From an optimization exercise on the open Yosys and OpenROAD flow, aimed at small area, a short achievable clock period and few clock cycles; shortcuts taken in it are not production practice. RTL that was checked went through simulation tests only; none was proved equivalent to the original.

// udps_binstat
module udps_binstat (
    input  wire        clk,
    input  wire        rst,
    input  wire        s_valid,
    output wire        s_ready,
    input  wire [15:0] s_data,
    input  wire        s_last,
    output wire        r_valid,
    input  wire        r_ready,
    output reg  [63:0] r_min,
    output reg  [63:0] r_max,
    output wire [63:0] r_mean
);
    parameter R = 2;                      
    localparam K = 2 * R;                 
    localparam N = (54 + K - 1) / K;      
    localparam L = N * K;                 
    reg        acc_has;                   
    reg        acc_full;                  
    reg [15:0] mn, mx;
    reg [31:0] sum;
    reg [16:0] cnt;
    reg        busy;
    reg        rv;
    reg        nar;                       
    reg [16:0] rem;                       
    reg [L-1:0] y;                        
    reg [15:1] dv;                        
    reg [7:0]  d3;                        
    reg [3:0]  it;                        
    reg [1:0]  ph;                        
    reg [K-2:0] qs;                       
    reg [6:0]  eb;                        
    wire div_free = ~busy & (~rv | r_ready);
    wire load     = acc_full & div_free;
    assign s_ready = ~acc_full | div_free;
    assign r_valid = rv;
    wire s_fire = s_valid & s_ready;
    wire first  = ~acc_has;
    function [36:0] norm32(input [31:0] v);
        reg [31:0] x;
        reg [4:0]  z;
        begin
            x = v;
  ...
For scale: roughly 240 flip-flops, roughly 220 I/O pins.
Settings: LEC_CHECK=0, ABC_AREA=1, CAP_MARGIN=20, CORE_MARGIN=2, CORE_UTILIZATION=40, PLACE_DENSITY=0.6, SETUP_SLACK_MARGIN=3.5, SLEW_MARGIN=20; clock period 8.0 ns.
run.sh (not shown) runs the stock make flow with config.mk's settings and CLKGATE_MAP_FILE= SYNTH_SCRIPT=/design/flow/synth_recipe.tcl, a recipe that flattens the netlist after the stock synthesis.
Testbench counts at the start, summed over its fixed seeds: cycles 21,538.
Next try:
--- a/flow/design.v
+++ b/flow/design.v
@@ -151,27 +151,26 @@
             r_n = {sel, r_n[8:0], y_n[L-1:L-2]};
             y_n = {y_n[L-3:0], g2, (g1 & ~g2) | g3};
         end
     end
     wire [L-1:0] y_s  = nar ? y_n : y_w;
     wire         q1   = y_s[K-1];
     wire [16:0]  rc   = q1 ? {1'b1, dv, 1'b0} : {2'b01, dv};
     wire         inj  = gend & (it == N - 1);
     wire [L+16:0] rcs = {{L{1'b0}}, rc} << (L - 54 + K);
     wire [L-1:0] y_d  = inj ? (y_s | rcs[L-1:0]) : y_s;
     wire         qh   = y[L-1];
     wire [51:0]  frac = qh ? y[L-2:L-53] : y[L-3:L-54];
-    wire [6:0]   ex   = eb + {6'd0, qh};
     wire         zr   = ~(y[L-1] | y[L-2]);           
-    wire [10:0]  bexp = zr ? 11'd0 : 11'd1023 + {{4{ex[6]}}, ex};
+    wire [10:0]  bexp = zr ? 11'd0 : 11'd1023 + {{4{eb[6]}}, eb};
     assign r_mean = {1'b0, bexp, frac};
     always @(posedge clk) begin
         if (rst) begin
             acc_has  <= 1'b0;
             acc_full <= 1'b0;
             busy     <= 1'b0;
             rv       <= 1'b0;
         end else begin
             if (s_fire) begin
                 acc_has  <= ~s_last;
                 acc_full <= s_last;
             end else if (load) begin
@@ -188,41 +187,44 @@
             end else if (r_ready) begin
                 rv <= 1'b0;
             end
         end
     end
     always @(posedge clk) begin
         if (s_fire) begin
             if (first || s_data < mn) mn <= s_data;
             if (first || s_data > mx) mx <= s_data;
             sum <= (first ? 32'd0 : sum) + {16'd0, s_data};
             cnt <= first ? 17'd1 : cnt + 17'd1;
         end
-        if (load) begin
-            r_min <= f64_of_u16(mn);
-            r_max <= f64_of_u16(mx);
-            eb    <= 7'd14 - {2'b00, zs} + {2'b00, zc};
-            nar   <= narw;
-            dv    <= cn[15:1];
-            d3    <= {2'b00, cn[16:11]} + {1'b0, cn[16:11], 1'b0};
-            it    <= N - 1;
-            ph    <= 2'd0;
+        if (busy) begin
+            rem <= nar ? r_n : r_w;
+            qs  <= {qs, gw};
+            if (gend) begin
+                y  <= y_d;
+                if (inj) eb <= eb + {6'd0, q1};
+                it <= it - 4'd1;
+                ph <= 2'd0;
+            end else begin
+                ph <= ph + 2'd1;
+            end
+        end else if (load) begin
+            it  <= N - 1;
+            ph  <= 2'd0;
             if (fast) begin
                 rem <= 17'd0;
                 y   <= {sn, {(L-32){1'b0}}};
             end else begin
                 rem <= {1'b0, sn[31:16]};
                 y   <= {sn[15:0], {(L-16){1'b0}}};
             end
-        end else if (busy) begin
-            rem <= nar ? r_n : r_w;
-            qs  <= {qs, gw};
-            if (gend) begin
-                y  <= y_d;
-                it <= it - 4'd1;
-                ph <= 2'd0;
-            end else begin
-                ph <= ph + 2'd1;
-            end
+        end
+        if (load) begin
+            r_min <= f64_of_u16(mn);
+            r_max <= f64_of_u16(mx);
+            eb    <= (fast ? 7'd15 : 7'd14) - {2'b00, zs} + {2'b00, zc};
+            nar   <= narw;
+            dv    <= cn[15:1];
+            d3    <= {2'b00, cn[16:11]} + {1'b0, cn[16:11], 1'b0};
         end
     end
 endmodule
Hold slack gets better by 0.0057 ns.
Cell count increases slightly.
Utilization increases by 0.19 points.
Worst setup slack gets worse by 0.51 ns.
Cell area increases by a few percent.
Global-route usage stays flat.
Non-clock buffer count increases by 30.
For the second run of this note, only the layout was checked, not whether the RTL still works.

Another version of the RTL of udps_binstat (not shown whole).
Size: ~230 flip-flops, roughly 220 I/O pins.
==> module udps_binstat, before the edit <==
module udps_binstat (
    input  wire        clk,
    input  wire        rst,
    input  wire        s_valid,
    output wire        s_ready,
    input  wire [15:0] s_data,
    input  wire        s_last,
    output wire        r_valid,
    input  wire        r_ready,
    output reg  [63:0] r_min,
    output reg  [63:0] r_max,
    output wire [63:0] r_mean
);
    parameter K = 3;                      
    localparam N  = (53 + K - 1) / K;     
    localparam L  = N * K;                
    localparam EX = L - 53;               
    reg        acc_has;                   
    reg        acc_full;                  
    reg [15:0] mn, mx;
    reg [31:0] sum;
    reg [16:0] cnt;
    reg        busy;
    reg        rv;
    reg [16:0] rem;
    reg [L-1:0] y;                        
    reg [15:1] dv;                        
    reg [3:0]  it;
    reg [10:0] mexp;
    wire div_free = ~busy & (~rv | r_ready);
    wire load     = acc_full & div_free;
    assign s_ready = ~acc_full | div_free;
    assign r_valid = rv;
    wire s_fire = s_valid & s_ready;
    wire first  = ~acc_has;
    function [4:0] msb32(input [31:0] v);
        integer i;
        begin
            msb32 = 5'd0;
            for (i = 0; i < 32; i = i + 1)
                if (v[i]) msb32 = i[4:0];
        end
    endfunction
    function [63:0] f64_of_u16(input [15:0] v);
        reg [4:0]  e;
        reg [15:0] m;
        begin
            if (v == 16'd0) begin
                f64_of_u16 = 64'd0;
            end else begin
                e = msb32({16'd0, v});
                m = v << (5'd15 - e);
                f64_of_u16 = {1'b0, 11'd1023 + {7'd0, e[3:0]}, m[14:0], 37'd0};
            end
        end
    endfunction
    wire [4:0]  ls   = msb32(sum);
    wire [4:0]  lc   = msb32({15'd0, cnt});
    wire [31:0] sn   = sum << (~ls);                    
    wire [16:0] cn   = cnt << (5'd16 - lc);             
    wire        qtop = (sn[31:15] >= cn);               
    wire        zero = ~sn[31];
    wire        fast = zero | (cn[15:0] == 16'd0);      
    wire [6:0]  e7   = {2'b00, ls} - {2'b00, lc} - 7'd1 + {6'd0, qtop};
    wire [10:0] bexp = 11'd1023 + {{4{e7[6]}}, e7};
    wire [L+52:0] yq1 = {{L{1'b0}}, sn[15:0], 21'd0, cn[16:1]} << EX;
    wire [L+52:0] yq0 = {{L{1'b0}}, sn[14:0], 22'd0, cn[16:1]} << EX;
    reg [16:0]  r_n;
    reg [L-1:0] y_n;
    reg [17:0]  t;
    integer j;
    always @(*) begin
        r_n = rem;
        y_n = y;
        for (j = 0; j < K; j = j + 1) begin
            t = {r_n, y_n[L-1]} - {1'b0, 1'b1, dv, 1'b0};
            if (!t[17]) begin
                r_n = t[16:0];
                y_n = {y_n[L-2:0], 1'b1};
            end else begin
                r_n = {r_n[15:0], y_n[L-1]};
                y_n = {y_n[L-2:0], 1'b0};
            end
        end
    end
    wire tie;
    generate
        if (EX > 0) begin : g_ex
            assign tie = (rem == 17'd0) & (y[EX-1:0] == {EX{1'b0}});
        end else begin : g_noex
            assign tie = (rem == 17'd0);
        end
    endgenerate
    assign r_mean = {1'b0, mexp, y[L-2:L-52], y[L-53] & ~tie};
    always @(posedge clk) begin
        if (rst) begin
            acc_has  <= 1'b0;
            acc_full <= 1'b0;
            busy     <= 1'b0;
            rv       <= 1'b0;
        end else begin
            if (s_fire) begin
                acc_has  <= ~s_last;
                acc_full <= s_last;
            end else if (load) begin
                acc_full <= 1'b0;
            end
            if (load) begin
                busy <= ~fast;
                rv   <= fast;
            end else if (busy) begin
                if (it == 4'd0) begin
                    busy <= 1'b0;
                    rv   <= 1'b1;
                end
            end else if (r_ready) begin
                rv <= 1'b0;
            end
        end
    end
    always @(posedge clk) begin
        if (s_fire) begin
            if (first || s_data < mn) mn <= s_data;
            if (first || s_data > mx) mx <= s_data;
            sum <= (first ? 32'd0 : sum) + {16'd0, s_data};
            cnt <= first ? 17'd1 : cnt + 17'd1;
        end
        if (load) begin
            r_min <= f64_of_u16(mn);
            r_max <= f64_of_u16(mx);
            mexp  <= zero ? 11'd0 : bexp;
            dv    <= cn[15:1];
            it    <= N - 1;
            if (fast) begin
                rem <= 17'd0;
                y   <= {sn, {(L-32){1'b0}}};
            end else if (qtop) begin
                rem <= {1'b0, sn[31:16]};
                y   <= yq1[L-1:0];
            end else begin
                rem <= sn[31:15];
                y   <= yq0[L-1:0];
            end
        end else if (busy) begin
            rem <= r_n;
            y   <= y_n;
            it  <= it - 4'd1;
        end
    end
endmodule
make LEC_CHECK=0 CAP_MARGIN=20 CORE_MARGIN=2 CORE_UTILIZATION=40 PLACE_DENSITY=0.6 SLEW_MARGIN=20 finish   # period 8.0 ns
The baseline finished clean.
Edit:
--- a/flow/design.v
+++ b/flow/design.v
@@ -12,5 +12,5 @@
     output wire [63:0] r_mean
 );
-    parameter K = 3;                      
+    parameter K = 4;                      
     localparam N  = (53 + K - 1) / K;     
     localparam L  = N * K;                
This time the run finished but failed the layout checks on setup timing.
Cell count went up by a little under a tenth.
Fmax falls by a quarter to a third.
Die area climbs by a few percent.
Via count went up by a few percent.
No run of this note included a check of the RTL's function; only the layout flow was run.

## what the ideal ports hide
The flow's constraints put no driver on any port. The routed layouts listed below were extracted and timed again, unchanged, in two steps. Step 1, drivers: a clkbuf_16 drives clk and a buf_2 each remaining input, both assumed. Step 2, shift: input delay + t, output delay - t, t = (earliest + latest rising clock arrival at the registers) / 2. This alone moves slack from input paths to output paths. a / b / c = no drivers / after step 1 / after step 2; a / b = the first two.
| run | t (ns) | slack for setup (ns) | pins driven straight from the clock port |
|---|---|---|---|
| the first run of note 1 | 0.619 | 3.542 / 3.491 / 3.243 | 1 |
| the second run of note 1 | 0.615 | 3.030 / 3.030 / 3.030 | 1 |
| the first run of note 2 | 0.639 | 0.251 / 0.251 / 0.251 | 1 |
| the second run of note 2 | 0.620 | -2.673 / -2.673 / -2.673 | 1 |
The setup slack of the first run of note 1, which loses most, moves by -0.051 ns with the drivers and by -0.299 ns with both steps.
